This is an optimization exercise on Yosys and OpenROAD, whose aim is a short achievable clock period and few clock cycles, not a production implementation.
The RTL was checked by simulation tests, not by an equivalence proof against the original design.
Power figures rest on the tool's default switching activity, not on a simulated workload.

==> flow/design.v <==
module lc2k_core (
    input  wire        clk,
    input  wire        rst,           
    output wire [15:0] imem_addr,
    input  wire [31:0] imem_rdata,
    output wire [15:0] dmem_addr,
    input  wire [31:0] dmem_rdata,
    output wire        dmem_we,
    output wire [31:0] dmem_wdata,
    output wire        halted
);
    localparam integer NT = 8;        
    localparam integer NB = 3;        
    reg [31:0] regs [0:7];
    reg [15:0] pc;
    reg [15:0] last_pc;               
    reg        last_seq;              
    reg        last_ext;              
    reg [NT-1:0] last_hit;
    reg        last_cfree;            
    reg        last_okc;              
    reg        last_ok;               
    reg        last_lw;               
    reg [2:0]  last_lrd;              
    reg        last_elw;              
    reg [2:0]  last_elrd;             
    reg        last_wr;               
    reg [2:0]  last_wrd;              
    reg        last_ewr;              
    reg [2:0]  last_ewrd;             
    reg [NT-1:0] t_v;
    reg [15:0]   t_tag  [0:NT-1];
    reg [15:0]   t_nxt  [0:NT-1];
    reg [NT-1:0] t_c;
    reg [NT-1:0] t_ext;
    reg [NT-1:0] t_ok;
    reg [NT-1:0] t_lw;                
    reg [2:0]    t_lrd  [0:NT-1];     
    reg [NT-1:0] t_wr;                
    reg [2:0]    t_wrd  [0:NT-1];
    reg [NT-1:0] t_k;                 
    reg [NT-1:0] t_cnor;              
    reg [2:0]    t_crd  [0:NT-1];     
    reg [2:0]    t_ca   [0:NT-1];     
    reg [2:0]    t_cb   [0:NT-1];
    reg [15:0]   t_ctgt [0:NT-1];
    reg [NB-1:0] t_ptr;
    reg          w_new, w_grow;       
    reg [NT-1:0] w_sel;               
    reg          w_jmp, w_sb, w_sa, w_ok, w_lw, w_wr, w_cnor;
    reg [2:0]    w_lrd, w_wrd, w_crd;
    reg [15:0]   w_tag, w_nxt, w_ctgt;
    reg [2:0]    w_ca, w_cb;
    reg        d_valid;
    reg [31:0] d_instr;
    reg [15:0] d_pc1;
    reg        d_sc;                  
    reg        d_so;                  
    reg        d_snor;
    reg [2:0]  d_srd;
    reg [2:0]  d_sca, d_scb;          
    reg [15:0] d_sctgt;
    reg        e_nor, e_lw, e_sw, e_beq, e_halt, e_wr, e_sc;
    reg [2:0]  e_rd;
    reg [31:0] e_a, e_b, e_sd;
    reg [15:0] e_tgt;                    
    reg        s_ab, s_mb, s_am, s_lb, s_al, s_mm, s_ll, s_nor;
    reg        s_ld;                     
    reg        n_ma, n_la, n_mb, n_lb;   
    reg        e_fsa, e_fsl;             
    reg [31:0] e_sva, e_svb;             
    reg        e_sfam, e_sfal, e_sfbm, e_sfbl;
    reg        e_swa, e_swb;             
    reg        e_early;                  
    reg [31:0] e_z;                      
    reg        e_so, e_snor;             
    reg [2:0]  e_srd;
    reg        x_a, x_b, x_sd, x_sa, x_sb;
    reg        m_nor, m_lw, m_sw, m_wr, m_beq, m_sc;
    reg [2:0]  m_rd;
    reg [15:0] m_lo;                     
    reg        m_c16;                    
    reg [15:0] m_ahi, m_bhi;             
    reg        m_eqlo;                   
    reg [31:0] m_sd;
    reg [31:0] m_sx, m_sy;               
    reg        m_k_none, m_k_add, m_k_nor;
    reg [15:0] m_tgt;
    reg        m_so;                     
    reg [2:0]  m_srd;
    reg [31:0] m_sres;
    reg        halt_r;
    assign halted = halt_r;
    assign imem_addr = pc;
    wire [15:0] pc1 = pc + 16'd1;
    wire        f_isbeq    = (imem_rdata[31:22] == 10'b0000000100);
    wire        f_same     = (imem_rdata[21:19] == imem_rdata[18:16]);
    wire        f_beq_same = f_isbeq && f_same;
    wire        f_beq_cond = f_isbeq && !f_same;
    wire        f_ishalt   = (imem_rdata[31:22] == 10'b0000000110);
    wire        f_islw     = (imem_rdata[31:22] == 10'b0000000010);
    wire        f_alu      = (imem_rdata[31:23] == 9'd0);
    wire [2:0]  f_wrd      = f_islw ? imem_rdata[18:16] : imem_rdata[2:0];
    wire        f_nop      = (imem_rdata[31:25] != 7'd0) ||
                             (imem_rdata[24:22] == 3'd5) ||
                             (imem_rdata[24:22] == 3'd7);
    wire [16:0] f_sum      = {pc, 1'b1} + {imem_rdata[15:0], 1'b1};
    wire [15:0] f_target   = f_sum[16:1];
    reg [NT-1:0] h_sel;
    reg          h_hit, h_c, h_ext, h_ok, h_lw, h_wr, h_k, h_cnor;
    reg [2:0]    h_lrd, h_wrd, h_crd;
    reg [15:0]   h_nxt, h_ctgt;
    reg [2:0]    h_ca, h_cb;
    integer j;
    always @(*) begin
        h_hit = 1'b0;
        h_c = 1'b0;
        h_ext = 1'b0;
        h_ok = 1'b0;
        h_lw = 1'b0;
        h_lrd = 3'd0;
        h_wr = 1'b0;
        h_wrd = 3'd0;
        h_k = 1'b0;
        h_cnor = 1'b0;
        h_crd = 3'd0;
        h_nxt = 16'd0;
        h_ctgt = 16'd0;
        h_ca = 3'd0;
        h_cb = 3'd0;
        for (j = 0; j < NT; j = j + 1) begin
            h_sel[j] = t_v[j] && t_tag[j] == pc && !(w_new && w_sel[j]);
            if (h_sel[j]) begin
                h_hit  = 1'b1;
                h_c    = h_c | t_c[j];
                h_ext  = h_ext | t_ext[j];
                h_ok   = h_ok | t_ok[j];
                h_lw   = h_lw | t_lw[j];
                h_lrd  = h_lrd | t_lrd[j];
                h_wr   = h_wr | t_wr[j];
                h_wrd  = h_wrd | t_wrd[j];
                h_k    = h_k | t_k[j];
                h_cnor = h_cnor | t_cnor[j];
                h_crd  = h_crd | t_crd[j];
                h_nxt  = h_nxt | t_nxt[j];
                h_ctgt = h_ctgt | t_ctgt[j];
                h_ca   = h_ca | t_ca[j];
                h_cb   = h_cb | t_cb[j];
            end
        end
    end
    wire f_miss   = !h_hit;
    wire grow_nop = f_miss && f_nop && last_ext;
    wire grow_jmp = f_miss && f_beq_same && last_ext;
    wire sb_dep_e = last_elw && (last_elrd == imem_rdata[21:19] ||
                                 last_elrd == imem_rdata[18:16]);
    wire sb_dep_n = last_lw  && (last_lrd  == imem_rdata[21:19] ||
                                 last_lrd  == imem_rdata[18:16]);
    wire grow_sb  = f_miss && f_beq_cond && last_ext && last_cfree && last_okc &&
                    !sb_dep_e;
    wire sa_dep_e = last_ewr && (last_ewrd == imem_rdata[21:19] ||
                                 last_ewrd == imem_rdata[18:16] ||
                                 last_ewrd == imem_rdata[2:0]);
    wire sa_dep_n = last_wr  && (last_wrd  == imem_rdata[21:19] ||
                                 last_wrd  == imem_rdata[18:16] ||
                                 last_wrd  == imem_rdata[2:0]);
    wire grow_sa  = f_miss && f_alu && last_ext && last_cfree && last_okc &&
                    !sa_dep_e;
    wire grow_a   = grow_nop || grow_jmp || grow_sb || grow_sa;
    wire new_nop  = f_miss && f_nop && !last_ext && last_seq;
    wire new_jmp  = f_miss && f_beq_same && !last_ext && last_seq;
    wire new_sb   = f_miss && f_beq_cond && !last_ext && last_seq && last_ok &&
                    !sb_dep_n;
    wire new_sa   = f_miss && f_alu && !last_ext && last_seq && last_ok &&
                    !sa_dep_n;
    wire new_a    = new_nop || new_jmp || new_sb || new_sa;
    wire grow     = grow_a && f_adv;
    wire new_e    = new_a && f_adv;
    wire [NT-1:0] ptr_sel = {{(NT-1){1'b0}}, 1'b1} << t_ptr;
    wire [31:0] ld     = dmem_rdata;
    wire [16:0] m_hadd = {m_ahi, m_c16} + {m_bhi, m_c16};
    wire [15:0] m_hsum = m_hadd[16:1];
    wire [15:0] m_hi   = m_nor ? ~(m_ahi | m_bhi) : m_hsum;
    wire [31:0] m_alu  = {m_hi, m_lo};
    wire [31:0] m_res  = m_lw ? ld : m_alu;
    wire       d_ok  = d_valid && (d_instr[31:25] == 7'd0);
    wire [2:0] d_opc = d_instr[24:22];
    wire       d_add = d_ok && d_opc == 3'd0;
    wire       d_nor = d_ok && d_opc == 3'd1;
    wire       d_lw  = d_ok && d_opc == 3'd2;
    wire       d_sw  = d_ok && d_opc == 3'd3;
    wire       d_beq = d_ok && d_opc == 3'd4;
    wire       d_hlt = d_ok && d_opc == 3'd6;
    wire [2:0] d_ra  = d_instr[21:19];
    wire [2:0] d_rb  = d_instr[18:16];
    wire [2:0] d_rd  = d_lw ? d_rb : d_instr[2:0];
    wire       d_wr  = d_add || d_nor || d_lw;
    wire       d_useb = d_add || d_nor || d_beq;
    wire [31:0] d_off = {{16{d_instr[15]}}, d_instr[15:0]};
    wire       fa = e_wr && e_rd == d_ra;
    wire       fb = e_wr && e_rd == d_rb && d_useb;
    wire [31:0] e_soa  = {x_sa ? m_sres[31:16] : e_sva[31:16], e_sva[15:0]};
    wire [31:0] e_sob  = {x_sb ? m_sres[31:16] : e_svb[31:16], e_svb[15:0]};
    wire [31:0] e_sres = e_snor ? ~(e_soa | e_sob) : e_soa + e_sob;
    function [31:0] rd_byp(input [2:0] r);
        rd_byp = (e_so && e_srd == r) ? {16'd0, e_sres[15:0]} :
                 (m_so && m_srd == r) ? m_sres :
                 (m_wr && m_rd == r)  ? m_res  : regs[r];
    endfunction
    wire [31:0] d_va  = rd_byp(d_ra);
    wire [31:0] d_vb  = rd_byp(d_rb);
    wire [31:0] d_sva = rd_byp(d_sca);
    wire [31:0] d_svb = rd_byp(d_scb);
    wire stall   = d_so && e_wr && (e_rd == d_sca || e_rd == d_scb);
    wire [31:0] r_a  = regs[d_ra];
    wire [31:0] r_b  = regs[d_rb];
    wire [31:0] r_sa = regs[d_sca];
    wire [31:0] r_sb = regs[d_scb];
    function busy(input [2:0] r);
        busy = (e_wr && e_rd == r) || (m_wr && m_rd == r) ||
               (e_so && e_srd == r) || (m_so && m_srd == r);
    endfunction
    function [31:0] sum_diff(input [31:0] a, input [31:0] b, input [31:0] x);
        reg [31:0] s, c;
        begin
            s = a ^ b ^ x;
            c = (a & b) | ((a ^ b) & s);
            sum_diff = s ^ {c[30:0], 1'b0};
        end
    endfunction
    wire [31:0] z_none  = r_sa ^ r_sb;
    wire [31:0] z_adda  = sum_diff(r_a, r_b, r_sb);
    wire [31:0] z_addb  = sum_diff(r_a, r_b, r_sa);
    wire [31:0] z_nora  = ~(r_a | r_b) ^ r_sb;
    wire [31:0] z_norb  = ~(r_a | r_b) ^ r_sa;
    wire [31:0] z_word  = r_a ^ r_b;
    wire        d_swa  = d_wr && d_rd == d_sca;
    wire        d_swb  = d_wr && d_rd == d_scb;
    wire        z_alu  = (d_instr[31:23] == 9'd0);
    wire        z_wa   = z_alu && d_instr[2:0] == d_sca;
    wire        z_wb   = z_alu && d_instr[2:0] == d_scb;
    wire [31:0] d_z    = !d_sc ? z_word :
                         z_wa ? (d_instr[22] ? z_nora : z_adda) :
                         z_wb ? (d_instr[22] ? z_norb : z_addb) : z_none;
    wire        d_early_s = d_sc && !busy(d_sca) && !busy(d_scb) &&
                            (!(d_swa || d_swb) ||
                             ((d_add || d_nor) && !busy(d_ra) && !busy(d_rb)));
    wire        d_early_b = d_beq && !busy(d_ra) && !busy(d_rb);
    wire        d_early   = d_early_s || d_early_b;
    wire [15:0] a_lo = e_a[15:0];
    wire [15:0] b_lo = e_b[15:0];
    wire [15:0] p_lo = m_lo;              
    wire [15:0] l_lo = ld[15:0];          
    wire [16:0] sum_ab = a_lo + b_lo;
    wire [16:0] sum_mb = p_lo + b_lo;
    wire [16:0] sum_am = a_lo + p_lo;
    wire [16:0] sum_lb = l_lo + b_lo;
    wire [16:0] sum_al = a_lo + l_lo;
    wire [15:0] nor_a = n_ma ? p_lo : n_la ? l_lo : a_lo;
    wire [15:0] nor_b = n_mb ? p_lo : n_lb ? l_lo : b_lo;
    wire [16:0] e_lo_r = ({17{s_ab}}  & sum_ab) |
                         ({17{s_mb}}  & sum_mb) |
                         ({17{s_am}}  & sum_am) |
                         ({17{s_mm}}  & {p_lo, 1'b0}) |
                         ({17{s_nor}} & {1'b0, ~(nor_a | nor_b)});
    wire [16:0] e_lo_l = s_lb ? sum_lb : s_al ? sum_al : {l_lo, 1'b0};
    wire [16:0] e_lo   = s_ld ? e_lo_l : e_lo_r;
    wire e_eqlo = (s_ab && a_lo == b_lo) ||
                  (s_mb && p_lo == b_lo) ||
                  (s_am && a_lo == p_lo) ||
                  (s_lb && l_lo == b_lo) ||
                  (s_al && a_lo == l_lo);
    wire [31:0] e_ax   = {x_a ? m_sres[31:16] : e_a[31:16], e_a[15:0]};
    wire [31:0] e_bx   = {x_b ? m_sres[31:16] : e_b[31:16], e_b[15:0]};
    wire [31:0] e_fa_v = n_ma ? m_alu : n_la ? ld : e_ax;
    wire [31:0] e_fb_v = n_mb ? m_alu : n_lb ? ld : e_bx;
    wire [31:0] e_sdata = e_fsl ? ld : e_fsa ? m_alu :
                          {x_sd ? m_sres[31:16] : e_sd[31:16], e_sd[15:0]};
    wire [31:0] e_sa = e_sfam ? m_alu : e_sfal ? ld : e_soa;
    wire [31:0] e_sb = e_sfbm ? m_alu : e_sfbl ? ld : e_sob;
    wire e_taken = e_early && (e_z == 32'd0);
    assign dmem_addr  = m_lo;
    assign dmem_wdata = m_sd;
    assign dmem_we    = m_sw;
    wire m_eqhi = (m_ahi == m_bhi);
    wire [15:0] k_s   = m_ahi ^ m_bhi ^ m_sx[31:16];
    wire [15:0] k_c   = (m_ahi & m_bhi) | ((m_ahi ^ m_bhi) & k_s);
    wire        k_add = (k_s == {k_c[14:0], m_c16});
    wire m_seq = (m_k_none && m_sx == m_sy) ||
                 (m_k_add  && m_lo == m_sx[15:0] && k_add) ||
                 (m_k_nor  && m_lo == m_sx[15:0] && ~(m_ahi | m_bhi) == m_sx[31:16]);
    wire m_taken = (m_sc && m_seq) || (m_beq && m_eqlo && m_eqhi);
    wire e_redir = e_taken && !m_taken;
    wire flush_d = m_taken || e_taken;    
    wire f_adv   = !stall;                
    wire d_hold  = stall;                 
    integer i;
    always @(posedge clk) begin
        if (rst) begin
            for (i = 0; i < 8; i = i + 1)
                regs[i] <= 32'd0;
            pc        <= 16'd0;
            last_seq  <= 1'b0;
            last_ext  <= 1'b0;
            t_v       <= {NT{1'b0}};
            t_ptr     <= {NB{1'b0}};
            w_new     <= 1'b0;
            w_grow    <= 1'b0;
            d_valid   <= 1'b0;
            d_sc      <= 1'b0;
            d_so      <= 1'b0;
            e_so      <= 1'b0;
            m_so      <= 1'b0;
            e_lw <= 1'b0; e_sw <= 1'b0; e_beq <= 1'b0; e_halt <= 1'b0; e_wr <= 1'b0;
            e_sc      <= 1'b0;
            e_early   <= 1'b0;
            m_lw <= 1'b0; m_sw <= 1'b0; m_wr <= 1'b0; m_beq <= 1'b0;
            m_sc      <= 1'b0;
            halt_r    <= 1'b0;
        end else begin
            if (m_wr)
                regs[m_rd] <= m_res;
            if (m_so)
                regs[m_srd] <= m_sres;
            m_lw    <= e_lw;
            m_sw    <= e_sw && !m_taken && !halt_r;
            m_wr    <= e_wr && !m_taken;
            m_beq   <= e_beq && !e_early && !m_taken;
            m_sc    <= e_sc && !e_early && !m_taken;
            m_so    <= e_so && !m_taken;
            halt_r  <= halt_r || (e_halt && !m_taken);
            if (flush_d || d_hold) begin
                e_lw <= 1'b0; e_sw <= 1'b0; e_beq <= 1'b0; e_halt <= 1'b0; e_wr <= 1'b0;
                e_sc <= 1'b0;
                e_so <= 1'b0;
                e_early <= 1'b0;
            end else begin
                e_lw <= d_lw; e_sw <= d_sw; e_beq <= d_beq; e_halt <= d_hlt; e_wr <= d_wr;
                e_sc <= d_sc;
                e_so <= d_so;
                e_early <= d_early;
            end
            w_new  <= new_e;
            w_grow <= grow;
            if (new_e)
                t_ptr <= (t_ptr == NT - 1) ? {NB{1'b0}} : t_ptr + 1'b1;
            if (w_new)
                t_v <= t_v | w_sel;
            if (m_taken) begin
                d_valid   <= 1'b0;
                d_sc      <= 1'b0;
                d_so      <= 1'b0;
                pc        <= m_tgt;
                last_seq  <= 1'b0;
                last_ext  <= 1'b0;
            end else if (e_taken) begin
                d_valid   <= 1'b0;
                d_sc      <= 1'b0;
                d_so      <= 1'b0;
                pc        <= e_tgt;
                last_seq  <= 1'b0;
                last_ext  <= 1'b0;
            end else if (stall) begin
            end else if (h_hit) begin
                d_valid   <= !f_nop;
                d_sc      <= h_c && !h_k;
                d_so      <= h_c && h_k;
                pc        <= h_nxt;
                last_seq  <= 1'b0;
                last_ext  <= h_ext;
            end else begin
                d_valid   <= !f_nop && !f_beq_same;
                d_sc      <= 1'b0;
                d_so      <= 1'b0;
                pc        <= f_beq_same ? f_target : pc1;
                last_seq  <= !f_beq_same && !(w_new && w_tag == pc);
                last_ext  <= (grow || new_e) && !f_beq_same;
            end
        end
    end
    integer k;
    always @(posedge clk) begin
        m_nor   <= e_nor;
        m_rd    <= e_rd;
        m_lo    <= e_lo[15:0];
        m_c16   <= e_lo[16];
        m_ahi   <= e_fa_v[31:16];
        m_bhi   <= e_fb_v[31:16];
        m_eqlo  <= e_eqlo;
        m_sd    <= e_sdata;
        m_sx    <= e_swa ? e_sb : e_sa;
        m_sy    <= e_sb;
        m_k_none <= !e_swa && !e_swb;
        m_k_add  <= (e_swa || e_swb) && !e_nor && !e_lw;
        m_k_nor  <= (e_swa || e_swb) && e_nor;
        m_tgt   <= e_tgt;
        e_nor    <= d_nor;
        e_a      <= d_va;
        e_b      <= (d_lw || d_sw) ? d_off : d_vb;
        e_sd     <= d_vb;
        e_rd     <= d_rd;
        e_tgt    <= d_sc ? d_sctgt : d_pc1 + d_instr[15:0];
        s_nor    <= d_nor;
        s_ab     <= !d_nor && !fa && !fb;
        s_mb     <= !d_nor &&  fa && !fb && !e_lw;
        s_am     <= !d_nor && !fa &&  fb && !e_lw;
        s_lb     <= !d_nor &&  fa && !fb &&  e_lw;
        s_al     <= !d_nor && !fa &&  fb &&  e_lw;
        s_mm     <= !d_nor &&  fa &&  fb && !e_lw;
        s_ll     <= !d_nor &&  fa &&  fb &&  e_lw;
        s_ld     <= !d_nor && (fa || fb) && e_lw;
        n_ma     <= fa && !e_lw;
        n_la     <= fa &&  e_lw;
        n_mb     <= fb && !e_lw;
        n_lb     <= fb &&  e_lw;
        e_fsa    <= e_wr && e_rd == d_rb && !e_lw;
        e_fsl    <= e_wr && e_rd == d_rb &&  e_lw;
        e_sva    <= d_sva;
        e_z      <= d_z;
        e_svb    <= d_svb;
        e_sfam   <= e_wr && e_rd == d_sca && !e_lw;
        e_sfal   <= e_wr && e_rd == d_sca &&  e_lw;
        e_sfbm   <= e_wr && e_rd == d_scb && !e_lw;
        e_sfbl   <= e_wr && e_rd == d_scb &&  e_lw;
        e_swa    <= d_wr && d_rd == d_sca;
        e_swb    <= d_wr && d_rd == d_scb;
        e_snor   <= d_snor;
        e_srd    <= d_srd;
        x_a      <= e_so && e_srd == d_ra;
        x_b      <= e_so && e_srd == d_rb && !(d_lw || d_sw);
        x_sd     <= e_so && e_srd == d_rb;
        x_sa     <= e_so && e_srd == d_sca;
        x_sb     <= e_so && e_srd == d_scb;
        m_srd    <= e_srd;
        m_sres   <= e_sres;
        if (f_adv) begin
            d_instr  <= imem_rdata;
            d_pc1    <= pc1;
            d_sca    <= h_ca;
            d_scb    <= h_cb;
            d_sctgt  <= h_ctgt;
            d_snor   <= h_cnor;
            d_srd    <= h_crd;
            last_pc  <= pc;
            last_ok  <= !f_isbeq && !f_ishalt;
            last_lw  <= f_islw;
            last_lrd <= imem_rdata[18:16];
            last_wr  <= f_alu || f_islw;
            last_wrd <= f_wrd;
            if (h_hit) begin
                last_hit   <= h_sel;
                last_cfree <= !h_c;
                last_okc   <= h_ok;
                last_elw   <= h_lw;
                last_elrd  <= h_lrd;
                last_ewr   <= h_wr;
                last_ewrd  <= h_wrd;
            end else if (new_e) begin
                last_hit   <= ptr_sel;
                last_cfree <= !(new_sb || new_sa);
                last_okc   <= last_ok;
                last_elw   <= last_lw;
                last_elrd  <= last_lrd;
                last_ewr   <= last_wr;
                last_ewrd  <= last_wrd;
            end else if (grow_sb || grow_sa) begin
                last_cfree <= 1'b0;
            end
        end
        w_sel  <= new_e ? ptr_sel : last_hit;
        w_jmp  <= f_beq_same;
        w_sb   <= f_beq_cond;
        w_sa   <= f_alu;
        w_ok   <= last_ok;
        w_lw   <= last_lw;
        w_lrd  <= last_lrd;
        w_wr   <= last_wr;
        w_wrd  <= last_wrd;
        w_cnor <= imem_rdata[22];
        w_crd  <= imem_rdata[2:0];
        w_tag  <= last_pc;
        w_nxt  <= f_beq_same ? f_target : pc1;
        w_ctgt <= f_target;
        w_ca   <= imem_rdata[21:19];
        w_cb   <= imem_rdata[18:16];
        for (k = 0; k < NT; k = k + 1)
            if (w_sel[k]) begin
                if (w_new) begin
                    t_tag[k]  <= w_tag;
                    t_ok[k]   <= w_ok;
                    t_lw[k]   <= w_lw;
                    t_lrd[k]  <= w_lrd;
                    t_wr[k]   <= w_wr;
                    t_wrd[k]  <= w_wrd;
                    t_c[k]    <= w_sb || w_sa;
                end
                if (w_new || w_grow) begin
                    t_nxt[k]  <= w_nxt;
                    t_ext[k]  <= !w_jmp;
                end
                if ((w_new || w_grow) && (w_sb || w_sa)) begin
                    t_c[k]    <= 1'b1;
                    t_k[k]    <= w_sa;
                    t_cnor[k] <= w_cnor;
                    t_crd[k]  <= w_crd;
                    t_ca[k]   <= w_ca;
                    t_cb[k]   <= w_cb;
                    t_ctgt[k] <= w_ctgt;
                end
            end
    end
endmodule
==> flow/run.sh <==
#!/bin/bash
# synth_recipe.tcl (not shown) runs the flow's synth.tcl, then flattens the netlist and writes it again
# the make line also repeats each setting of config.mk as NAME=value (left out here)
make -C /OpenROAD-flow-scripts/flow DESIGN_CONFIG=/design/flow/config.mk WORK_HOME=/design/flow/orfs CLKGATE_MAP_FILE= SYNTH_SCRIPT=/design/flow/synth_recipe.tcl finish
==> flow/config.mk <==
export PLATFORM = sky130hd
export DESIGN_NAME = lc2k_core
export DESIGN_NICKNAME = lc2k_core
export VERILOG_FILES = /design/flow/design.v
export SDC_FILE = /design/flow/constraint.sdc
export NUM_CORES = 4
export LEC_CHECK = 0
export ABC_CLOCK_PERIOD_IN_PS = 2500
export CAP_MARGIN = 20
export CORE_MARGIN = 2
export CORE_UTILIZATION = 55
export PLACE_DENSITY = 0.7
export SETUP_SLACK_MARGIN = 3.5
export SLEW_MARGIN = 20
export TNS_END_PERCENT = 100
==> flow/constraint.sdc <==
create_clock -name core_clock -period 6.0 [get_ports {clk}]
set_input_delay 1.2000 -clock core_clock [delete_from_list [all_inputs] [get_ports {clk}]]
set_output_delay 1.2000 -clock core_clock [all_outputs]
set_load 0.01 [all_outputs]
==> results of run 1 <==
## power breakdown
group          internal (mW)  total (mW)  switching (mW)  leakage (nW)
logic                   2.94        6.53            3.59          23.5
clock network           6.03        10.6            4.57          2.68
registers               11.5        12.1           0.585          13.9
total                   20.5        29.2            8.75          40.1
## how the worst max path moves through the flow
stage	start	end	slack [ns]	cells after the start
detailed placement	imem_rdata[17]	last_hit[7]	1.23	9
floorplan	imem_rdata[28]	last_elrd[0]	2.35	9
finish	imem_rdata[27]	pc[13]	2.53	9
CTS	d_scb[2]	last_hit[0]	2.91	11
global placement	imem_rdata[17]	last_hit[7]	1.27	9
global route	imem_rdata[31]	pc[13]	2.62	9
## cells in the mapped netlist (16+ instances only)
cell type,n
nand3_1,99
nor2_1,441
a211oi_1,126
buf_1,71
nand4_1,79
xor2_1,259
buf_2,27
or2_2,20
mux2i_1,357
nor4_1,69
nand2_1,763
a21oi_1,400
a21o_1,49
a22o_1,51
and3_1,33
ha_1,243
o21ai_0,579
or3_1,28
o211ai_1,88
clkbuf_1,431
o21a_1,27
nor2b_1,34
mux4_2,256
a222oi_1,17
a31oi_1,38
o21ai_1,16
inv_1,261
edfxtp_1,930
dfxtp_1,583
o22ai_1,16
mux2_2,117
a22oi_1,119
and2_1,23
fa_1,86
nor3_1,74
nand2b_1,38
a221oi_1,53
xnor2_1,333
## routing by layer
metal	GRT usage (%)	routed length [um]	up-vias	part of all wire [%]
li1	-	-	28900	-
met1	47.3	107000	34400	31
met2	65.1	150000	6141	44
met3	12.2	44600	2065	13
met4	36.3	38900	21	11
met5	0	192	-	0.056
## metrics by stage
stage | hold WS [ns] | worst slack, ns
final | 0.340 | 2.53
after global routing | 0.343 | 2.62
after CTS | 0.334 | 2.91
after detailed placement | 0.327 | 1.23
after global placement | 0.323 | 1.27
after floorplan | 0.323 | 2.35
## flip-flops by register name (all words and copies together) (netlist names), 128 cells and up, named ones only
signal	count
t_nxt	128
t_ctgt	128
regs	256
t_tag	128
## critical path, delay by kind of cell
kind / cells / cell delay [ns]
buffers and inverters: 3 / 0.87
multiplexers: 1 / 0.35
AO/OA/AOI/OAI: 1 / 0.18
AND/OR/NAND/NOR: 4 / 1.62
## layout make-up
cell class	instances	area (um^2)
antenna	12	30.0
clock buffer	221	4430
clock inverter	76	1140
fill	9183	39900
inverter	268	1070
multi-input combinational	5120	46500
sequential	1513	40000
tap	1930	2410
timing repair buffer	1146	12400
timing repair inverter	1	8.76
## timing repair
item	in CTS	in global routing
endpoints found under the hold margin	0	0
buffers inserted	588	224
setup endpoints to repair	1022	895
hold buffers	0	0
gates cloned	53	10
pin swaps	424	372
resized for setup	1529	703
## kinds of logic (layout without fill, tap and decap cells)
group	after synthesis	in the layout	synth area share (%)
AND/OR/NAND/NOR	1749	1762	9.56
other	0	12	0
buffers and inverters	817	1712	3.93
adder cells (fa/ha/maj)	329	329	5.82
multiplexers	731	731	13.0
flip-flops	1513	1513	48.4
AO/OA/AOI/OAI	1705	1706	12.9
XOR/XNOR	592	592	6.33
==> flow_summary.yaml, run 1 <==
die:
  die_h_um: 390
  dieArea_um2: 152000
  core_um2: 148000
  start_util_pct: 55.4
  num_io_pins: 132
  rows: 141
  die_w_um: 390
min_path:
  hp-start: "last_pc[3]"
  min_path_cells: 0
  min_to: "w_tag[3]"
  min_path_type: "reg -> reg"
worst_setup_path:
  critPathSlowestCell: "nor3_1"
  reg2reg_to: "last_ext"
  worst-path-max-fanout: 7
  reg2reg_setup_slack_ns: 2.74
  regToRegStartpoint: "pc[0]"
  critPathArrivalTime_ns: 4.22
  setup.worst_path.start_class: "input port"
  path_cells: "dlygate4sd2_1 > nor3_4 > nand4b_1 > buf_4 > nor3_1 > buf_4 > mux2_4 > a21oi_2 > nor3_2"
  ff2ff_path_depth: 11
  worstPathRequired_ns: 6.75
  crit_path_end_kind: "flop"
  crit_type: "in -> reg"
  crit_top_cell: "buf_4"
  slowest_delay_ns: 1.15
timing:
  tightest_slew_ns: 1.49
  fin_setup_tns_ns: 0
  rsz0062_at_grt: "yes"
  relSlewSlack_pct: 0.0639
  fin_crit_sh_pct: 57.8
  period_needed_ns: 3.47
  finalHoldViolations: 0
  setup_viol: 0
  fmax_mhz: 288
  finalClockSkew_ns: 0.0680
  report.final.slew_viol_count: 0
layout:
  fin_area_um2: 108000
  layout_common_cells: "edfxtp_1, nand2_1, buf_4, dfxtp_1, nor2_1"
  layout.nets: 8605
  synthToLayoutAreaGrowth_pct: 31.9
  post-route-util_pct: 73.0
  drive_above_1_share_pct: 35.5
  final_common_cell: "edfxtp_1"
  fin_cells: 10300
yosys:
  syn_inst: 7436
  synth_top_area_cell: "edfxtp_1"
  synthArstFlopShare_pct: 0
  synth_cell_types: 87
  synth_fp_nets: 7831
  syn_avg_cell_area_um2: 11.0
  ys_ff_latch: 1513
  synth.top_cell.area_share_pct: 34.1
  yosys_warnings: 9
  synth_area_leaders: "edfxtp_1, dfxtp_1, mux4_2"
  yosysSeqAreaShare_pct: 48.4
  netlist_area_um2: 81900
  synth-edff-count: 930
  ys.flop_type: "edfxtp_1"
clock_tree:
  clock-root-buffer: "clkbuf_16"
  cts_tree: "built"
  clk_latency_ns: 0.88
  htree_levels: 4
  max-clock-path-buffers: 3
  cts_buffers: 160
  cts_sinks: 1513
  clk_pin_slew_ns: 0.06
pwr:
  fin_total_pwr_mw: 29.2
  max-vdd-ir-drop_mv: 0.352
  p_leak_nw: 40.1
  power_density_nw_per_um2: 271
routing:
  vias: 71600
  drtIter0Drc: 10600
  wl_um: 341000
  post_drt_wl_per_cell_um: 33.1
  drc: 0
  drtAntennaViolNets: 0
  vias_per_cell: 6.96
  first_pass_iters: 12
placed_design:
  dp_hpwl_um: 183000
  port_buffers: 131
  dpl_cell_area_um2: 86800
  dpl.cell_count: 9103
  gp_congestion: 0.987
global_route:
  grt_first_pass_wirelength_um: 460000
  antenna_found_initial: 19
  grt_max_degree: 78
  grt_pass1_vias: 67800
  grt_usage_pct: 41.8
  overflow: 0
outcome:
  outcome: "complete, but fails checks"
  check.faults: "max-capacitance violations"
job:
  maxCapViolCount: 1
Testbench counts, summed over its fixed seeds: cycles 41,330.
==> run 2: changes to the inputs <==
--- a/flow/config.mk
+++ b/flow/config.mk
@@ -8,8 +8,8 @@
 export ABC_CLOCK_PERIOD_IN_PS = 2500
 export CAP_MARGIN = 20
 export CORE_MARGIN = 2
-export CORE_UTILIZATION = 55
-export PLACE_DENSITY = 0.7
+export CORE_UTILIZATION = 40
+export PLACE_DENSITY = 0.6
 export SETUP_SLACK_MARGIN = 3.5
 export SLEW_MARGIN = 20
 export TNS_END_PERCENT = 100
==> run 2 against run 1 <==
Clock power is 6% lower. Via count down 5.4%. The run now finishes clean. Die area grew 37%. Area after synthesis is the same. Design area grew 0.21%.
==> flow_summary.yaml, run 2 <==
outcome:
  outcome: "no timing/DRC/antenna violations"
yosys:
  synth.top_cell.area_share_pct: 34.1
  synth_area_leaders: "edfxtp_1, dfxtp_1, mux4_2"
  netlist_area_um2: 81900
  netlist_top_cells_count: "edfxtp_1, nand2_1, dfxtp_1, o21ai_0, nor2_1"
  yosysSeqAreaShare_pct: 48.4
  syn_avg_cell_area_um2: 11.0
  ys.flop_type: "edfxtp_1"
  ys_ff_latch: 1513
  syn_inst: 7436
  synth-edff-count: 930
  synth_cell_types: 87
  synth_fp_nets: 7831
  synth_top_area_cell: "edfxtp_1"
  yosys_warnings: 9
  synthArstFlopShare_pct: 0
  yosysMostFrequentCell: "edfxtp_1"
timing:
  period_needed_ns: 3.20
  tightest_slew_ns: 1.30
  relSlewSlack_pct: 12.7
  finalClockSkew_ns: 0.0606
  report.final.slew_viol_count: 0
  fin_crit_sh_pct: 53.4
  fmax_mhz: 312
  rsz0062_at_grt: "yes"
  setup_viol: 0
  finalHoldViolations: 0
  fin_setup_tns_ns: 0
global_route:
  met2_usage_pct: 48.0
  gr-usage-met3_pct: 6.27
  grt_usage_pct: 29.7
  overflow: 0
  gr-usage-met1_pct: 36.2
  antenna_found_initial: 10
  grt_pass1_vias: 65600
  grt_first_pass_wirelength_um: 453000
  grt_most_used_layer: "met2"
  grt_max_degree: 76
worst_setup_path:
  path_cells: "buf_6 > buf_8 > ha_4 > buf_4 > o21ai_0 > a21oi_1 > o21a_2 > a211oi_4 > buf_4 > mux2i_1 > and2_4 > nor2_1 > or3_1 > a21oi_2 > a21o_1"
  crit_type: "reg -> reg"
  worstPathRequired_ns: 6.77
  worst-path-max-fanout: 6
  critPathSlowestCell: "o21ai_0"
  setup.worst_path.start_class: "flop"
  slowest_delay_ns: 0.40
  crit_path_end_kind: "flop"
  critPathArrivalTime_ns: 3.97
  crit_top_cell: "buf_4"
clock_tree:
  cts_tree: "built"
  clk_latency_ns: 0.84
  clock-root-buffer: "clkbuf_16"
  cts_buffers: 157
  max-clock-path-buffers: 3
  clk_pin_slew_ns: 0.07
  cts_sinks: 1513
  htree_levels: 4
routing:
  drtIter0Drc: 8267
  drtAntennaViolNets: 0
  vias_per_cell: 6.14
  drc: 0
  vias: 67700
  first_pass_iters: 9
  wl_um: 325000
  post_drt_wl_per_cell_um: 29.5
die:
  num_io_pins: 132
  rows: 166
  start_util_pct: 40.1
  die_w_um: 456
  core_um2: 204000
  dieArea_um2: 208000
  die_h_um: 456
layout:
  largest_register_ffs: 256
  synthToLayoutAreaGrowth_pct: 32.1
  layout_common_cells: "edfxtp_1, nand2_1, buf_4, dfxtp_1, nor2_1"
  layout.nets: 8595
  n_fill_cell: 17000
  top_register: "regs"
  post-route-util_pct: 53.0
  fin_cells: 11000
  final_common_cell: "edfxtp_1"
  drive_above_1_share_pct: 35.4
job:
  maxCapViolCount: 0
pwr:
  p_leak_nw: 39.8
  power_density_nw_per_um2: 263
  max-vdd-ir-drop_mv: 0.294
min_path:
  min_path_type: "reg -> reg"
placed_design:
  gp_congestion: 0.946
  port_buffers: 131
  dpl.cell_count: 9863
  dp_hpwl_um: 191000
[run 2: cell counts after synthesis]
No cell type changed its count.
[run 2: kinds of logic after synthesis]
family | after synthesis | synth area share (%)
simple gates | 1749 | 9.56
mux | 731 | 13.0
xor+xnor | 592 | 6.33
flops | 1513 | 48.4
buf+inv | 817 | 3.93
fa+ha+maj | 329 | 5.82
compound gates | 1705 | 12.9
[run 2: critical path: cells and delay by family (launching register included)]
family	cells	cell delay [ns]
flip-flops	1	0.39
adder cells (fa/ha/maj)	1	0.16
buffers and inverters	4	0.59
AO/OA/AOI/OAI	6	1.22
multiplexers	1	0.22
AND/OR/NAND/NOR	3	0.56
[run 2: stage by stage]
step	total power [mW]	hold WS (ns)	cell area, um^2	setup WS [ns]
detailed placement	16.6	0.327	87800	1.11
global route	29.3	0.347	108000	2.76
global placement	16.5	0.324	87800	1.20
floorplan	15.0	0.323	84500	2.35
finish	28.5	0.340	108000	2.80
CTS	27.8	0.341	104000	2.92
[run 2: cell type report]
class	instances	area (um^2)	share of cell area (%)
Antenna cell	1	2.50	0.00231
Clock buffer	212	4350	4.02
Clock inverter	80	883	0.817
Inverter	268	1080	0.995
Multi-Input combinational cell	5121	46200	42.7
Sequential cell	1513	39900	36.9
Tap cell	2688	3360	3.11
Timing Repair Buffer	1136	12300	11.4
Timing Repair inverter	3	26.3	0.0243
[run 2: path summary, 6_finish.rpt]
path | start | cells past startpoint | to | slack (ns)
setup / recovery | pc[5] | 15 | pc[11] | 2.80
hold / removal | last_pc[7] | 0 | w_tag[7] | 0.34
setup reg to reg | pc[5] | 15 | pc[11] | 2.80
hold reg to reg | last_pc[7] | 0 | w_tag[7] | 0.34
[run 2: where the power goes]
group | switching [mW] | total [mW] | internal [mW] | leakage [nW]
clock network | 4.49 | 10.0 | 5.52 | 2.55
registers | 0.549 | 12.0 | 11.5 | 13.9
logic | 3.47 | 6.44 | 2.97 | 23.3
[run 2: repair_timing]
item	in CTS	in global routing
cloned	46	10
resized for setup	1545	652
setup buffers	594	216
hold buffers	0	0
pin swaps	441	403
setup endpoints to repair	1094	691
[run 2: per-layer routing]
metal | vias to the layer above | share of wire (%) | wire length (um)
li1 | 28900 | - | -
met1 | 33700 | 36 | 117000
met2 | 4073 | 47 | 151000
met3 | 1044 | 9.9 | 32100
met4 | 8 | 7.5 | 24300
met5 | - | 0.017 | 56
==> run 3: changes to the inputs <==
--- a/flow/design.v
+++ b/flow/design.v
@@ -71,6 +71,7 @@
     reg [31:0] e_sva, e_svb;             
     reg        e_sfam, e_sfal, e_sfbm, e_sfbl;
     reg        e_swa, e_swb;             
+    reg        e_xe;                     
     reg        e_early;                  
     reg [31:0] e_z;                      
     reg        e_so, e_snor;             
@@ -247,6 +248,11 @@
                              ((d_add || d_nor) && !busy(d_ra) && !busy(d_rb)));
     wire        d_early_b = d_beq && !busy(d_ra) && !busy(d_rb);
     wire        d_early   = d_early_s || d_early_b;
+    function busy_m(input [2:0] r);
+        busy_m = (e_wr && e_rd == r) || (m_wr && m_rd == r);
+    endfunction
+    wire        d_xe = d_beq && !busy_m(d_ra) && !busy_m(d_rb) &&
+                       e_so && (e_srd == d_ra || e_srd == d_rb);
     wire [15:0] a_lo = e_a[15:0];
     wire [15:0] b_lo = e_b[15:0];
     wire [15:0] p_lo = m_lo;              
@@ -278,7 +284,7 @@
                           {x_sd ? m_sres[31:16] : e_sd[31:16], e_sd[15:0]};
     wire [31:0] e_sa = e_sfam ? m_alu : e_sfal ? ld : e_soa;
     wire [31:0] e_sb = e_sfbm ? m_alu : e_sfbl ? ld : e_sob;
-    wire e_taken = e_early && (e_z == 32'd0);
+    wire e_taken = (e_early && (e_z == 32'd0)) || (e_xe && e_ax == e_bx);
     assign dmem_addr  = m_lo;
     assign dmem_wdata = m_sd;
     assign dmem_we    = m_sw;
@@ -314,6 +320,7 @@
             e_lw <= 1'b0; e_sw <= 1'b0; e_beq <= 1'b0; e_halt <= 1'b0; e_wr <= 1'b0;
             e_sc      <= 1'b0;
             e_early   <= 1'b0;
+            e_xe      <= 1'b0;
             m_lw <= 1'b0; m_sw <= 1'b0; m_wr <= 1'b0; m_beq <= 1'b0;
             m_sc      <= 1'b0;
             halt_r    <= 1'b0;
@@ -325,7 +332,7 @@
             m_lw    <= e_lw;
             m_sw    <= e_sw && !m_taken && !halt_r;
             m_wr    <= e_wr && !m_taken;
-            m_beq   <= e_beq && !e_early && !m_taken;
+            m_beq   <= e_beq && !e_early && !e_xe && !m_taken;
             m_sc    <= e_sc && !e_early && !m_taken;
             m_so    <= e_so && !m_taken;
             halt_r  <= halt_r || (e_halt && !m_taken);
@@ -334,11 +341,13 @@
                 e_sc <= 1'b0;
                 e_so <= 1'b0;
                 e_early <= 1'b0;
+                e_xe    <= 1'b0;
             end else begin
                 e_lw <= d_lw; e_sw <= d_sw; e_beq <= d_beq; e_halt <= d_hlt; e_wr <= d_wr;
                 e_sc <= d_sc;
                 e_so <= d_so;
                 e_early <= d_early;
+                e_xe    <= d_xe;
             end
             w_new  <= new_e;
             w_grow <= grow;
==> run 3 against run 2 <==
Final cell count up 3.2%. Sequential share of layout area down 1.1 points. Design area up 3.4%. First-iteration DRC count up 11%. Global-route usage up 0.99 points. Worst setup slack better by 0.072 ns. Critical path depth down 2. Synthesized cell count up 3.2%. Core utilization up 0.85 points.
==> flow_summary.yaml, run 3 <==
worst_setup_path:
  critPathSlowestCell: "mux4_2"
  slowest_delay_ns: 0.55
  crit_path_end_kind: "flop"
  crit_type: "reg -> reg"
  critPathArrivalTime_ns: 3.82
  crit_top_cell: "buf_12"
  path_delay_family: "multiplexers"
  crit_buf_inv: 4
  worst-path-max-fanout: 7
  worstPathRequired_ns: 6.69
  reg2reg_to: "e_z[31]"
  reg2reg_setup_slack_ns: 2.87
  setup.worst_path.start_class: "flop"
  cp.depth: 13
  ff2ff_path_depth: 13
  crit_end: "e_z[31]"
  path_cells: "buf_12 > buf_12 > buf_16 > mux4_2 > mux2i_4 > inv_2 > fa_2 > xor2_1 > o21ai_1 > mux2i_1 > xnor2_1 > a21oi_1 > a21oi_2"
timing:
  tightest_slew_ns: 1.17
  finalHoldViolations: 0
  setup_viol: 0
  fmax_mhz: 319
  fin_crit_sh_pct: 52.2
  period_needed_ns: 3.13
  report.final.slew_viol_count: 0
  rsz0062_at_grt: "yes"
  finalClockSkew_ns: 0.0678
  fin_setup_tns_ns: 0
  relSlewSlack_pct: 21.6
clock_tree:
  max-clock-path-buffers: 3
  cts_sinks: 1514
  clk_latency_ns: 0.87
  htree_levels: 4
  hold_buffers: 0
  clock-root-buffer: "clkbuf_16"
  clk_pin_slew_ns: 0.07
  cts_buffers: 158
  cts_tree: "built"
yosys:
  synthArstFlopShare_pct: 0
  ys_ff_latch: 1514
  yosysSeqAreaShare_pct: 47.4
  synth.top_cell.area_share_pct: 33.4
  yosys_warnings: 9
  syn_avg_cell_area_um2: 10.9
  synth_area_leaders: "edfxtp_1, dfxtp_1, mux4_2"
  syn_inst: 7677
  synth_top_area_cell: "edfxtp_1"
  synth_cell_types: 89
  netlist_area_um2: 83600
  yosysMostFrequentCell: "edfxtp_1"
  synth_fp_nets: 8072
  synth-edff-count: 930
  ys.flop_type: "edfxtp_1"
  netlist_top_cells_count: "edfxtp_1, nand2_1, dfxtp_1, o21ai_0, nor2_1"
die:
  num_io_pins: 132
  core_um2: 207000
  rows: 167
  die_h_um: 461
  die_w_um: 461
  dieArea_um2: 213000
  start_util_pct: 40.3
global_route:
  met2_usage_pct: 49.8
  antenna_found_initial: 8
  grt_pass1_vias: 68000
  grt_most_used_layer: "met2"
  gr-usage-met1_pct: 37.8
  grt_max_degree: 134
  overflow: 0
  grt_usage_pct: 30.7
  grt_first_pass_wirelength_um: 474000
  gr-usage-met3_pct: 6.08
layout:
  layout_common_cells: "edfxtp_1, nand2_1, buf_4, dfxtp_1, nor2_1"
  final_common_cell: "edfxtp_1"
  top_register: "regs"
  fin_cells: 11400
  drive_above_1_share_pct: 35.4
  synthToLayoutAreaGrowth_pct: 33.7
  layout.nets: 8835
  largest_register_ffs: 256
routing:
  drc: 0
  drtIter0Drc: 9195
  vias: 70900
  first_pass_iters: 8
  vias_per_cell: 6.24
  wl_um: 342000
  post_drt_wl_per_cell_um: 30.1
  drtAntennaViolNets: 0
pwr:
  power_density_nw_per_um2: 261
  p_switching_mw: 8.97
  p_clk_share_pct: 35.0
  p_comb_share_pct: 23.6
  cell_internal_pwr_mw: 20.2
  seq_power_share_pct: 41.4
  fin_total_pwr_mw: 29.1
  max-vdd-ir-drop_mv: 0.331
  p_leak_nw: 40.6
  p_sw_share_pct: 30.8
placed_design:
  dpl.cell_count: 10200
  gp_congestion: 0.952
  port_buffers: 131
  dp_hpwl_um: 206000
outcome:
  outcome: "no timing/DRC/antenna violations"
min_path:
  min_path_type: "reg -> reg"
job:
  maxCapViolCount: 0
==> run 3: layout make-up <==
| type | instances | area, um^2 |
|---|---|---|
| clock inverters | 87 | 1030 |
| repair buffers | 1148 | 13200 |
| flip-flops and latches | 1514 | 40100 |
| well taps | 2788 | 3490 |
| repair inverters | 1 | 8.76 |
| fillers | 17200 | 95700 |
| inverters | 295 | 1170 |
| diodes | 6 | 15.0 |
| multi-input cells | 5322 | 48500 |
| clock buffers | 209 | 4340 |
==> run 3: power groups by stage <==
| stage | Sequential (mW) | Clock, mW | Combinational, mW |
|---|---|---|---|
| 2_1_floorplan | 12.0 | 0 | 3.18 |
| 3_3_place_gp | 12.4 | 0 | 4.49 |
| 3_5_place_dp | 12.4 | 0 | 4.55 |
| 4_1_cts | 12.0 | 10.2 | 6.08 |
| 5_1_grt | 12.1 | 10.7 | 7.18 |
| 6_report | 12.1 | 10.2 | 6.87 |
==> run 3: logic make-up (layout without fill, tap and decap cells) <==
family                     Yosys count  in the layout  synth area share (%)
AOI/OAI and AO/OA                 1763           1764                  13.6
xor gates and xnor gates           605            605                  6.34
adders and majority gates          329            329                  5.69
buffers and inverters              862           1740                  4.11
DFF                               1514           1514                  47.4
muxes                              710            711                  12.5
other                                0              6                     0
and+or+nand+nor                   1894           1913                  10.4
==> run 3: worst min-delay path by stage <==
stage	startpoint	end	slack, ns	cells past startpoint
finish	last_pc[4]	w_tag[4]	0.34	0
global route	last_pc[4]	w_tag[4]	0.34	0
CTS	d_srd[0]	e_srd[0]	0.34	0
detailed placement	last_pc[14]	w_tag[14]	0.33	0
global placement	last_pc[14]	w_tag[14]	0.32	0
floorplan	e_tgt[14]	m_tgt[14]	0.32	0
==> run 3: worst register-to-register path, stage by stage, from the launching register on <==
cell	delay, ns
dfxtp_4	0.42
buf_12	0.18
buf_12	0.14
buf_16	0.14
mux4_2	0.56
mux2i_4	0.22
inv_2	0.09
fa_2	0.36
xor2_1	0.15
o21ai_1	0.15
mux2i_1	0.13
xnor2_1	0.17
a21oi_1	0.20
a21oi_2	0.08
==> run 3: stage by stage <==
step | setup WS, ns | instance area (um^2) | hold slack (ns) | utilization [%]
final | 2.87 | 112000 | 0.340 | 53.9
after global placement | 1.38 | 89700 | 0.324 | 43.2
after floorplan | 2.65 | 86200 | 0.323 | -
after detailed placement | 1.32 | 89700 | 0.327 | 43.2
after CTS | 2.91 | 107000 | 0.342 | 51.5
after global routing | 2.79 | 112000 | 0.344 | 53.9
==> run 3: metal layers <==
metal  part of all wire (%)  vias up
li1                       -    29900
met1                     36    35200
met2                     46     4556
met3                    9.8     1184
met4                    7.7        4
met5                 0.0094        -
==> run 3: what timing repair did <==
action,4_1_cts,5_1_grt
resized for setup,1725,687
endpoints found under the setup margin,1135,707
pin swaps,425,367
cloned,64,21
buffers inserted,557,216
Testbench counts of run 3, summed over its fixed seeds: cycles 41,101.
==> run 4: changes to the inputs <==
--- a/flow/design.v
+++ b/flow/design.v
@@ -9,8 +9,8 @@
     output wire [31:0] dmem_wdata,
     output wire        halted
 );
-    localparam integer NT = 8;        
-    localparam integer NB = 3;        
+    localparam integer NT = 10;       
+    localparam integer NB = 4;        
     reg [31:0] regs [0:7];
     reg [15:0] pc;
     reg [15:0] last_pc;               
==> run 4 against run 3 <==
First-iteration DRC count shrank 2.5%. Total power grew 5.7%. Critical path depth shrank 1. Synthesized cell count grew 1.5%. Core utilization shrank 1.1 points. Clock skew shrank 0.029 ns. Critical path type unchanged.
==> flow_summary.yaml, run 4 <==
pwr:
  p_sw_share_pct: 29.4
  fin_total_pwr_mw: 30.8
  cell_internal_pwr_mw: 21.8
  power_density_nw_per_um2: 266
  p_switching_mw: 9.07
  p_leak_nw: 42.8
  seq_power_share_pct: 42.9
  max-vdd-ir-drop_mv: 0.333
  p_comb_share_pct: 21.9
  p_clk_share_pct: 35.2
timing:
  relSlewSlack_pct: 15.6
  finalHoldViolations: 0
  fmax_mhz: 294
  fin_setup_tns_ns: 0
  rsz0062_at_grt: "yes"
  holdWs_ns: 0.341
  report.final.slew_viol_count: 0
  fin_crit_sh_pct: 56.6
  period_needed_ns: 3.40
  finalClockSkew_ns: 0.0384
  tightest_slew_ns: 1.26
  setup_viol: 0
worst_setup_path:
  crit_type: "reg -> reg"
  setup.worst_path.start_class: "flop"
  critPathArrivalTime_ns: 4.08
  critPathSlowestCell: "fa_1"
  path_cells: "fa_1 > xor2_1 > nand4_1 > or4_4 > o32ai_4 > a211o_4 > nand3b_1 > buf_6 > buf_12 > buf_4 > a211oi_2 > nor4_1"
  worst-path-max-fanout: 5
  crit_buf_inv: 3
  slowest_delay_ns: 0.56
  worstPathRequired_ns: 6.69
  path_delay_family: "simple AND/OR/NAND/NOR gates"
  crit_path_end_kind: "flop"
layout:
  multi_input_area_um2: 48400
  layout_common_cells: "edfxtp_1, nand2_1, buf_4, dfxtp_1, nor2_1"
  final_common_cell: "edfxtp_1"
  drive_above_1_share_pct: 35.1
  post-route-util_pct: 52.8
  synthToLayoutAreaGrowth_pct: 31.4
  largest_register_ffs: 256
  n_fill_cell: 18200
  regArea_um2: 44400
  layout.nets: 8952
  fin_area_um2: 116000
  top_register: "regs"
routing:
  vias: 71600
  first_pass_iters: 9
  drc: 0
  vias_per_cell: 6.18
  drtIter0Drc: 8966
  wl_um: 351000
  drtAntennaViolNets: 0
  post_drt_wl_per_cell_um: 30.3
yosys:
  synth-compound-area-share_pct: 12.8
  synthArstFlopShare_pct: 0
  yosys.area_share.simple_pct: 9.44
  synth_cell_types: 105
  synth_fp_nets: 8186
  synth-xor-area-share_pct: 6.29
  synth_area_leaders: "edfxtp_1, dfxtp_1, mux4_2"
  ys_ff_latch: 1661
  ys.flop_type: "edfxtp_1"
  synth-edff-count: 1072
  syn_avg_cell_area_um2: 11.3
  synth_fa_ha_area_share_pct: 5.34
  netlist_top_cells_count: "edfxtp_1, nand2_1, dfxtp_1, o21ai_0, nor2_1"
  synth_top_area_cell: "edfxtp_1"
  syn_inst: 7795
  yosys_warnings: 9
  netlist_area_um2: 88200
  synth_top_family_by_area: "compound AO/OA/AOI/OAI gates"
  yosysSeqAreaShare_pct: 49.9
  synthMuxAreaShare_pct: 12.3
  synth.top_cell.area_share_pct: 36.5
  yosysMostFrequentCell: "edfxtp_1"
placed_design:
  gp_congestion: 0.956
  dp_hpwl_um: 211000
  port_buffers: 131
  dpl_cell_area_um2: 94500
clock_tree:
  clock-root-buffer: "clkbuf_16"
  cts_sinks: 1661
  cts_tree: "built"
  clk_latency_ns: 0.84
  htree_levels: 4
  max-clock-path-buffers: 3
  cts_buffers: 171
  clk_pin_slew_ns: 0.06
min_path:
  min_path_type: "reg -> reg"
die:
  start_util_pct: 40.2
  num_io_pins: 132
  core_um2: 220000
  die_h_um: 474
  die_w_um: 474
  dieArea_um2: 224000
  rows: 172
global_route:
  grt_first_pass_wirelength_um: 490000
  antenna_found_initial: 12
  overflow: 0
  grt_pass1_vias: 70000
  grt_max_degree: 100
  grt_usage_pct: 30.0
outcome:
  outcome: "no timing/DRC/antenna violations"
job:
  maxCapViolCount: 0
==> run 4: final timing paths <==
check,start,endpoint,slack [ns],cells past startpoint
max,m_ahi[9],pc[9],2.60,12
min,last_pc[2],w_tag[2],0.34,0
max reg2reg,m_ahi[9],pc[9],2.60,12
min reg2reg,last_pc[2],w_tag[2],0.34,0
==> run 4: metrics by stage <==
stage,setup slack (ns),instances
finish,2.60,11600
global route,2.52,11600
CTS,2.85,11300
detailed placement,1.26,10400
global placement,1.26,10400
floorplan,2.43,7795
==> run 4: repair_timing <==
item,CTS,global route
resized for setup,1613,716
buffers inserted,535,245
hold buffers,0,0
endpoints found under the setup margin,1353,909
cloned,43,11
pin swaps,441,374
==> run 4: cells by family (layout without fill, tap and decap cells) <==
kind of cell	count (synthesis)	in the layout
AND/OR/NAND/NOR	1825	1835
AO/OA/AOI/OAI	1746	1746
flip-flops	1661	1661
buffers and inverters	857	1758
multiplexers	748	748
XOR/XNOR	633	633
adder cells (fa/ha/maj)	325	325
other	0	9
==> run 4: power groups by stage <==
stage / sequential (mW) / clock (mW) / combinational [mW]
floorplan: 13.2 / 0 / 3.13
global placement: 13.5 / 0 / 4.40
detailed placement: 13.6 / 0 / 4.47
CTS: 13.2 / 10.9 / 5.91
global route: 13.2 / 11.4 / 7.06
finish: 13.2 / 10.9 / 6.74
==> run 4: layout make-up <==
cell class	count	area share, %
diodes	9	0.0194
clock buffers	240	4.07
clock inverters	78	0.773
inverters	285	0.996
multi-input cells	5287	41.7
flip-flops and latches	1661	38.3
well taps	2871	3.10
repair buffers	1154	11.0
repair inverters	1	0.00756
==> run 4: metal layers <==
layer  global-route usage (%)  part of all wire, %  up-vias
met4                     19.3                  8.0        4
met5                        0                0.055        -
li1                         -                    -    30400
met2                     49.4                   47     4249
met3                     5.90                  9.5     1179
met1                     36.0                   36    35700
Testbench counts of run 4, summed over its fixed seeds: cycles 40,820.
==> run 5: changes to the inputs <==
--- a/flow/config.mk
+++ b/flow/config.mk
@@ -8,8 +8,8 @@
 export ABC_CLOCK_PERIOD_IN_PS = 2500
 export CAP_MARGIN = 20
 export CORE_MARGIN = 2
-export CORE_UTILIZATION = 40
-export PLACE_DENSITY = 0.6
+export CORE_UTILIZATION = 30
+export PLACE_DENSITY = 0.5
 export SETUP_SLACK_MARGIN = 3.5
 export SLEW_MARGIN = 20
 export TNS_END_PERCENT = 100
==> run 5 against run 4 <==
Still clean. Die area rose by 33%. Register-to-register slack improved by 0.22 ns. Sequential power hardly changed. Clock skew increased by 0.047 ns. Global-route usage is 6.2 points lower. Largest power group unchanged. Highest routed layer unchanged.
==> flow_summary.yaml, run 5 <==
global_route:
  grt_first_pass_wirelength_um: 515000
  grt_max_degree: 100
  antenna_found_initial: 18
  grt_usage_pct: 23.8
  grt_pass1_vias: 69600
  overflow: 0
layout:
  largest_register_ffs: 256
  drive_above_1_share_pct: 35.9
  top_register: "regs"
  n_fill_cell: 27600
  synthToLayoutAreaGrowth_pct: 34.8
  layout_common_cells: "edfxtp_1, nand2_1, buf_4, dfxtp_1, nor2_1"
  layout.nets: 9031
  post-route-util_pct: 40.5
  final_common_cell: "edfxtp_1"
die:
  core_um2: 293000
  dieArea_um2: 298000
  rows: 199
  die_w_um: 546
  num_io_pins: 132
  start_util_pct: 30.1
  die_h_um: 546
clock_tree:
  clk_pin_slew_ns: 0.07
  cts_sinks: 1661
  clk_latency_ns: 0.91
  htree_levels: 4
  hold_buffers: 0
  clock-root-buffer: "clkbuf_16"
  cts_tree: "built"
  max-clock-path-buffers: 4
  cts_buffers: 182
yosys:
  yosys_warnings: 9
  netlist_area_um2: 88200
  yosys.area_share.simple_pct: 9.44
  yosysMostFrequentCell: "edfxtp_1"
  synthMuxAreaShare_pct: 12.3
  synthArstFlopShare_pct: 0
  syn_inst: 7795
  synth-xor-area-share_pct: 6.29
  synth_cell_types: 105
  synth-edff-count: 1072
  synth_top_family_by_area: "compound AO/OA/AOI/OAI gates"
  netlist_top_cells_count: "edfxtp_1, nand2_1, dfxtp_1, o21ai_0, nor2_1"
  ys.flop_type: "edfxtp_1"
  synth_top_area_cell: "edfxtp_1"
  yosysSeqAreaShare_pct: 49.9
  synth-compound-area-share_pct: 12.8
  synth.top_cell.area_share_pct: 36.5
  synth_fa_ha_area_share_pct: 5.34
  synth_area_leaders: "edfxtp_1, dfxtp_1, mux4_2"
  ys_ff_latch: 1661
  synth_fp_nets: 8186
  syn_avg_cell_area_um2: 11.3
timing:
  rsz0062_at_grt: "yes"
  finalHoldViolations: 0
  fmax_mhz: 315
  finalClockSkew_ns: 0.0855
  fin_crit_sh_pct: 53.0
  setup_viol: 0
  period_needed_ns: 3.18
  report.final.slew_viol_count: 0
  setup_slack_ns: 2.82
  relSlewSlack_pct: 20.4
  fin_setup_tns_ns: 0
  holdWs_ns: 0.315
  tightest_slew_ns: 1.19
placed_design:
  dp_slack_ns: 1.24
  gp_congestion: 0.898
  dp_hpwl_um: 219000
  port_buffers: 131
worst_setup_path:
  critPathArrivalTime_ns: 3.95
  path_delay_family: "simple AND/OR/NAND/NOR gates"
  crit_type: "reg -> reg"
  crit_top_cell: "buf_12"
  worst-path-max-fanout: 8
  worstPathRequired_ns: 6.77
  setup.worst_path.start_class: "flop"
  critPathSlowestCell: "fa_2"
  slowest_delay_ns: 0.60
  path_cells: "inv_2 > fa_2 > xor2_2 > nand4_1 > or4_4 > o32ai_4 > a211o_4 > nand3b_1 > buf_12 > buf_12 > a21oi_1 > o31a_1"
  crit_buf_inv: 3
  crit_path_end_kind: "flop"
pwr:
  p_switching_mw: 9.14
  power_density_nw_per_um2: 264
  p_sw_share_pct: 29.1
  cell_internal_pwr_mw: 22.2
  p_leak_nw: 43.6
  max-vdd-ir-drop_mv: 0.209
  seq_power_share_pct: 42.0
  p_clk_share_pct: 36.3
  p_comb_share_pct: 21.7
min_path:
  min_path_type: "reg -> reg"
routing:
  drc: 0
  drtIter0Drc: 7886
  wl_um: 370000
  first_pass_iters: 6
  vias_per_cell: 5.56
  drtAntennaViolNets: 0
  vias: 70600
  post_drt_wl_per_cell_um: 29.1
job:
  maxCapViolCount: 0
outcome:
  outcome: "no timing/DRC/antenna violations"
run 5: power by group through the flow:
stage               logic [mW]  clock network [mW]  registers (mW)
global route              7.16                11.9            13.2
global placement          4.52                   0            13.5
CTS                       6.15                11.5            13.2
finish                    6.80                11.4            13.2
detailed placement        4.58                   0            13.5
floorplan                 3.13                   0            13.2
run 5: cell type report:
| type | count | area [um^2] | area share [%] |
|---|---|---|---|
| clock buffer | 239 | 5050 | 4.25 |
| inverter | 285 | 1140 | 0.958 |
| tap | 3919 | 4900 | 4.12 |
| multi-input combinational | 5287 | 48400 | 40.7 |
| antenna | 7 | 17.5 | 0.0147 |
| timing repair inverter | 1 | 8.76 | 0.00737 |
| clock inverter | 84 | 808 | 0.680 |
| timing repair buffer | 1222 | 14100 | 11.9 |
| sequential | 1661 | 44400 | 37.4 |
run 5: stage by stage:
stage | area, um^2 | std cells | power (mW)
global route | 119000 | 12700 | 32.3
detailed placement | 95900 | 11500 | 18.1
global placement | 95900 | 11500 | 18.0
finish | 119000 | 12700 | 31.4
floorplan | 90800 | 7795 | 16.3
CTS | 115000 | 12500 | 30.8
run 5: repair_timing:
action | CTS | global route
gates resized for setup | 1808 | 593
pin swaps | 495 | 382
setup buffers | 633 | 190
setup endpoints to repair | 1399 | 834
gates cloned | 69 | 4
run 5: worst paths after layout:
check	startpoint	end	slack (ns)	cells after the start
worst max-delay path	m_sx[29]	pc[1]	2.82	12
worst min-delay path	e_tgt[2]	m_tgt[2]	0.31	0
worst max register to register	m_sx[29]	pc[1]	2.82	12
worst min register to register	e_tgt[2]	m_tgt[2]	0.31	0
run 5: cell families after synthesis:
| group | after synthesis |
|---|---|
| fa+ha+maj | 325 |
| flops | 1661 |
| simple gates | 1825 |
| buf+inv | 857 |
| xor+xnor | 633 |
| mux | 748 |
| compound gates | 1746 |
run 5: routing by layer:
layer | track usage, % | vias to the layer above | part of all wire [%]
met1 | 30.1 | 35800 | 39
met4 | 11.4 | 6 | 5.5
met3 | 3.91 | 808 | 8.0
li1 | - | 30600 | -
met2 | 39.6 | 3382 | 48
met5 | 0 | - | 0.011
==> run 6: changes to the inputs <==
--- a/flow/design.v
+++ b/flow/design.v
@@ -9,8 +9,8 @@
     output wire [31:0] dmem_wdata,
     output wire        halted
 );
-    localparam integer NT = 10;       
-    localparam integer NB = 4;        
+    localparam integer NT = 8;        
+    localparam integer NB = 3;        
     reg [31:0] regs [0:7];
     reg [15:0] pc;
     reg [15:0] last_pc;               
==> run 6 against run 5 <==
Still clean on timing, DRC and antenna. Maximum frequency increased by 0.95%. Sequential power down 8%. Routed wire length is 3.1% lower. Area after synthesis decreased by 5.2%. Clock power is 6% lower. Clock skew rose by 0.031 ns. Combinational power is essentially flat. Total power shrank 5.5%. Worst setup slack improved by 0.030 ns. Critical endpoint is now e_z[14].
==> flow_summary.yaml, run 6 <==
routing:
  post_drt_wl_per_cell_um: 29.2
  vias: 69900
  drtIter0Drc: 8189
  drc: 0
  drtAntennaViolNets: 0
  vias_per_cell: 5.68
  wl_um: 359000
  first_pass_iters: 6
timing:
  report.final.slew_viol_count: 0
  fin_setup_tns_ns: 0
  fin_crit_sh_pct: 52.5
  fmax_mhz: 318
  rsz0062_at_grt: "yes"
  period_needed_ns: 3.15
  tightest_slew_ns: 1.17
  setup_viol: 0
  finalClockSkew_ns: 0.117
  finalHoldViolations: 0
  relSlewSlack_pct: 20.1
worst_setup_path:
  critPathArrivalTime_ns: 3.81
  reg2reg_to: "e_z[14]"
  reg2reg_setup_slack_ns: 2.85
  ff2ff_path_depth: 12
  worstPathRequired_ns: 6.66
  setup.worst_path.start_class: "flop"
  crit_type: "reg -> reg"
  worst-path-max-fanout: 6
  crit_path_end_kind: "flop"
min_path:
  min_path_type: "reg -> reg"
  hp-start: "last_pc[0]"
  min_to: "w_tag[0]"
  min_path_cells: 0
yosys:
  yosysSeqAreaShare_pct: 47.4
  synth.top_cell.area_share_pct: 33.4
  ys.flop_type: "edfxtp_1"
  netlist_area_um2: 83600
  synth_cell_types: 89
  yosysMostFrequentCell: "edfxtp_1"
  ys_ff_latch: 1514
  synth_fp_nets: 8072
  yosys_warnings: 9
  syn_avg_cell_area_um2: 10.9
  synthArstFlopShare_pct: 0
  syn_inst: 7677
  netlist_top_cells_count: "edfxtp_1, nand2_1, dfxtp_1, o21ai_0, nor2_1"
  synth_area_leaders: "edfxtp_1, dfxtp_1, mux4_2"
  synth_top_area_cell: "edfxtp_1"
  synth-edff-count: 930
clock_tree:
  htree_levels: 4
  clock-root-buffer: "clkbuf_16"
  cts_sinks: 1514
  clk_latency_ns: 0.88
  clk_pin_slew_ns: 0.06
  hold_buffers: 0
  cts_tree: "built"
  cts_buffers: 174
  max-clock-path-buffers: 4
placed_design:
  dp_hpwl_um: 218000
  port_buffers: 131
  gp_congestion: 0.929
die:
  start_util_pct: 30.2
  num_io_pins: 132
  rows: 193
  die_h_um: 532
  dieArea_um2: 283000
  core_um2: 277000
  die_w_um: 532
job:
  maxCapViolCount: 0
layout:
  post-route-util_pct: 40.8
  multi_input_area_um2: 48600
  regArea_um2: 40100
  top_register: "regs"
  synthToLayoutAreaGrowth_pct: 35.2
  n_fill_cell: 26000
  drive_above_1_share_pct: 35.5
  final_common_cell: "edfxtp_1"
  largest_register_ffs: 256
  layout.nets: 8851
  layout_common_cells: "edfxtp_1, nand2_1, buf_4, dfxtp_1, nor2_1"
pwr:
  power_density_nw_per_um2: 262
  fin_total_pwr_mw: 29.6
  max-vdd-ir-drop_mv: 0.246
  p_leak_nw: 40.7
global_route:
  antenna_found_initial: 16
  gr-usage-met3_pct: 4.29
  met2_usage_pct: 39.5
  grt_pass1_vias: 67800
  overflow: 0
  grt_most_used_layer: "met2"
  grt_first_pass_wirelength_um: 495000
  grt_max_degree: 92
  gr-usage-met1_pct: 30.7
  grt_usage_pct: 24.0
outcome:
  outcome: "no timing/DRC/antenna violations"
## run 6: changes by cell type in the layout (fill, tap and decap cells not counted), sizes merged, moves of 34 or more
| cell | before | now |
|---|---|---|
| nor4 | 95 | 61 |
| nand3 | 88 | 127 |
| a22oi | 177 | 124 |
| buf | 1152 | 1074 |
| xnor2 | 363 | 397 |
| xor2 | 270 | 208 |
| edfxtp | 1072 | 930 |
## run 6: layer usage
metal / up-vias / routed length, um / part of all wire [%]
met4: 2 / 20500 / 5.7
li1: 30000 / - / -
met2: 3687 / 167000 / 47
met3: 840 / 31000 / 8.6
met5: - / 13 / 0.0036
met1: 35300 / 140000 / 39
## run 6: how the worst max path moves through the flow
stage                              to  slack (ns)
after detailed placement  last_hit[0]        1.29
after CTS                     e_early        2.88
after global placement    last_hit[2]        1.31
after floorplan                pc[12]        2.65
final                         e_z[14]        2.85
after global routing       m_sres[31]        2.76
## run 6: cell families after synthesis
group | count (synthesis) | share of synthesized area, %
simple gates | 1894 | 10.4
compound gates | 1763 | 13.6
flops | 1514 | 47.4
buf+inv | 862 | 4.11
mux | 710 | 12.5
xor+xnor | 605 | 6.34
fa+ha+maj | 329 | 5.69
## run 6: power breakdown
group	leakage (nW)	total [mW]	switching, mW	internal [mW]
registers	14.0	12.1	0.588	11.5
clock network	2.73	10.7	4.58	6.15
logic	24.0	6.82	3.74	3.08
total	40.7	29.6	8.91	20.7
## run 6: area by class of cell
class                   instances  share of cell area [%]
multi-input cells            5323                    43.0
flip-flops and latches       1514                    35.4
repair buffers               1147                    11.5
clock buffers                 226                    4.20
well taps                    3705                    4.10
inverters                     295                    1.04
clock inverters                86                   0.741
repair inverters                1                 0.00775
diodes                          3                 0.00664
## run 6: worst max-delay path, stage by stage, from the launching register on
cell	delay, ns
dfxtp_4	0.43
buf_12	0.16
buf_12	0.14
buf_6	0.11
mux4_2	0.53
mux2i_4	0.18
buf_12	0.14
fa_1	0.44
xnor2_1	0.15
o211ai_1	0.25
o21ai_1	0.15
a21oi_1	0.18
a21oi_2	0.09
## run 6: through the flow
| stage | setup WS, ns | area [um^2] | instances | hold slack [ns] |
|---|---|---|---|---|
| after floorplan | 2.65 | 86200 | 7677 | 0.323 |
| after global placement | 1.31 | 90800 | 11100 | 0.324 |
| after detailed placement | 1.29 | 90800 | 11100 | 0.327 |
| after CTS | 2.88 | 108000 | 12100 | 0.341 |
| after global routing | 2.76 | 113000 | 12300 | 0.347 |
| final | 2.85 | 113000 | 12300 | 0.340 |
## run 6: repair_timing
action / CTS / global route
gates resized for setup: 1709 / 660
setup buffers: 559 / 215
cloned: 72 / 12
pin swaps: 438 / 401
endpoints found under the setup margin: 1075 / 773
Testbench counts of run 6, summed over its fixed seeds: cycles 41,101.

Re-timed with assumed drivers on the ports (clkbuf_16 on the clock, buf_2 on other inputs), run 6 has 2.852 ns of setup slack against 2.852 ns with ideal ports, and 2.019 ns once port delays also move by the mid clock arrival of 0.909 ns.
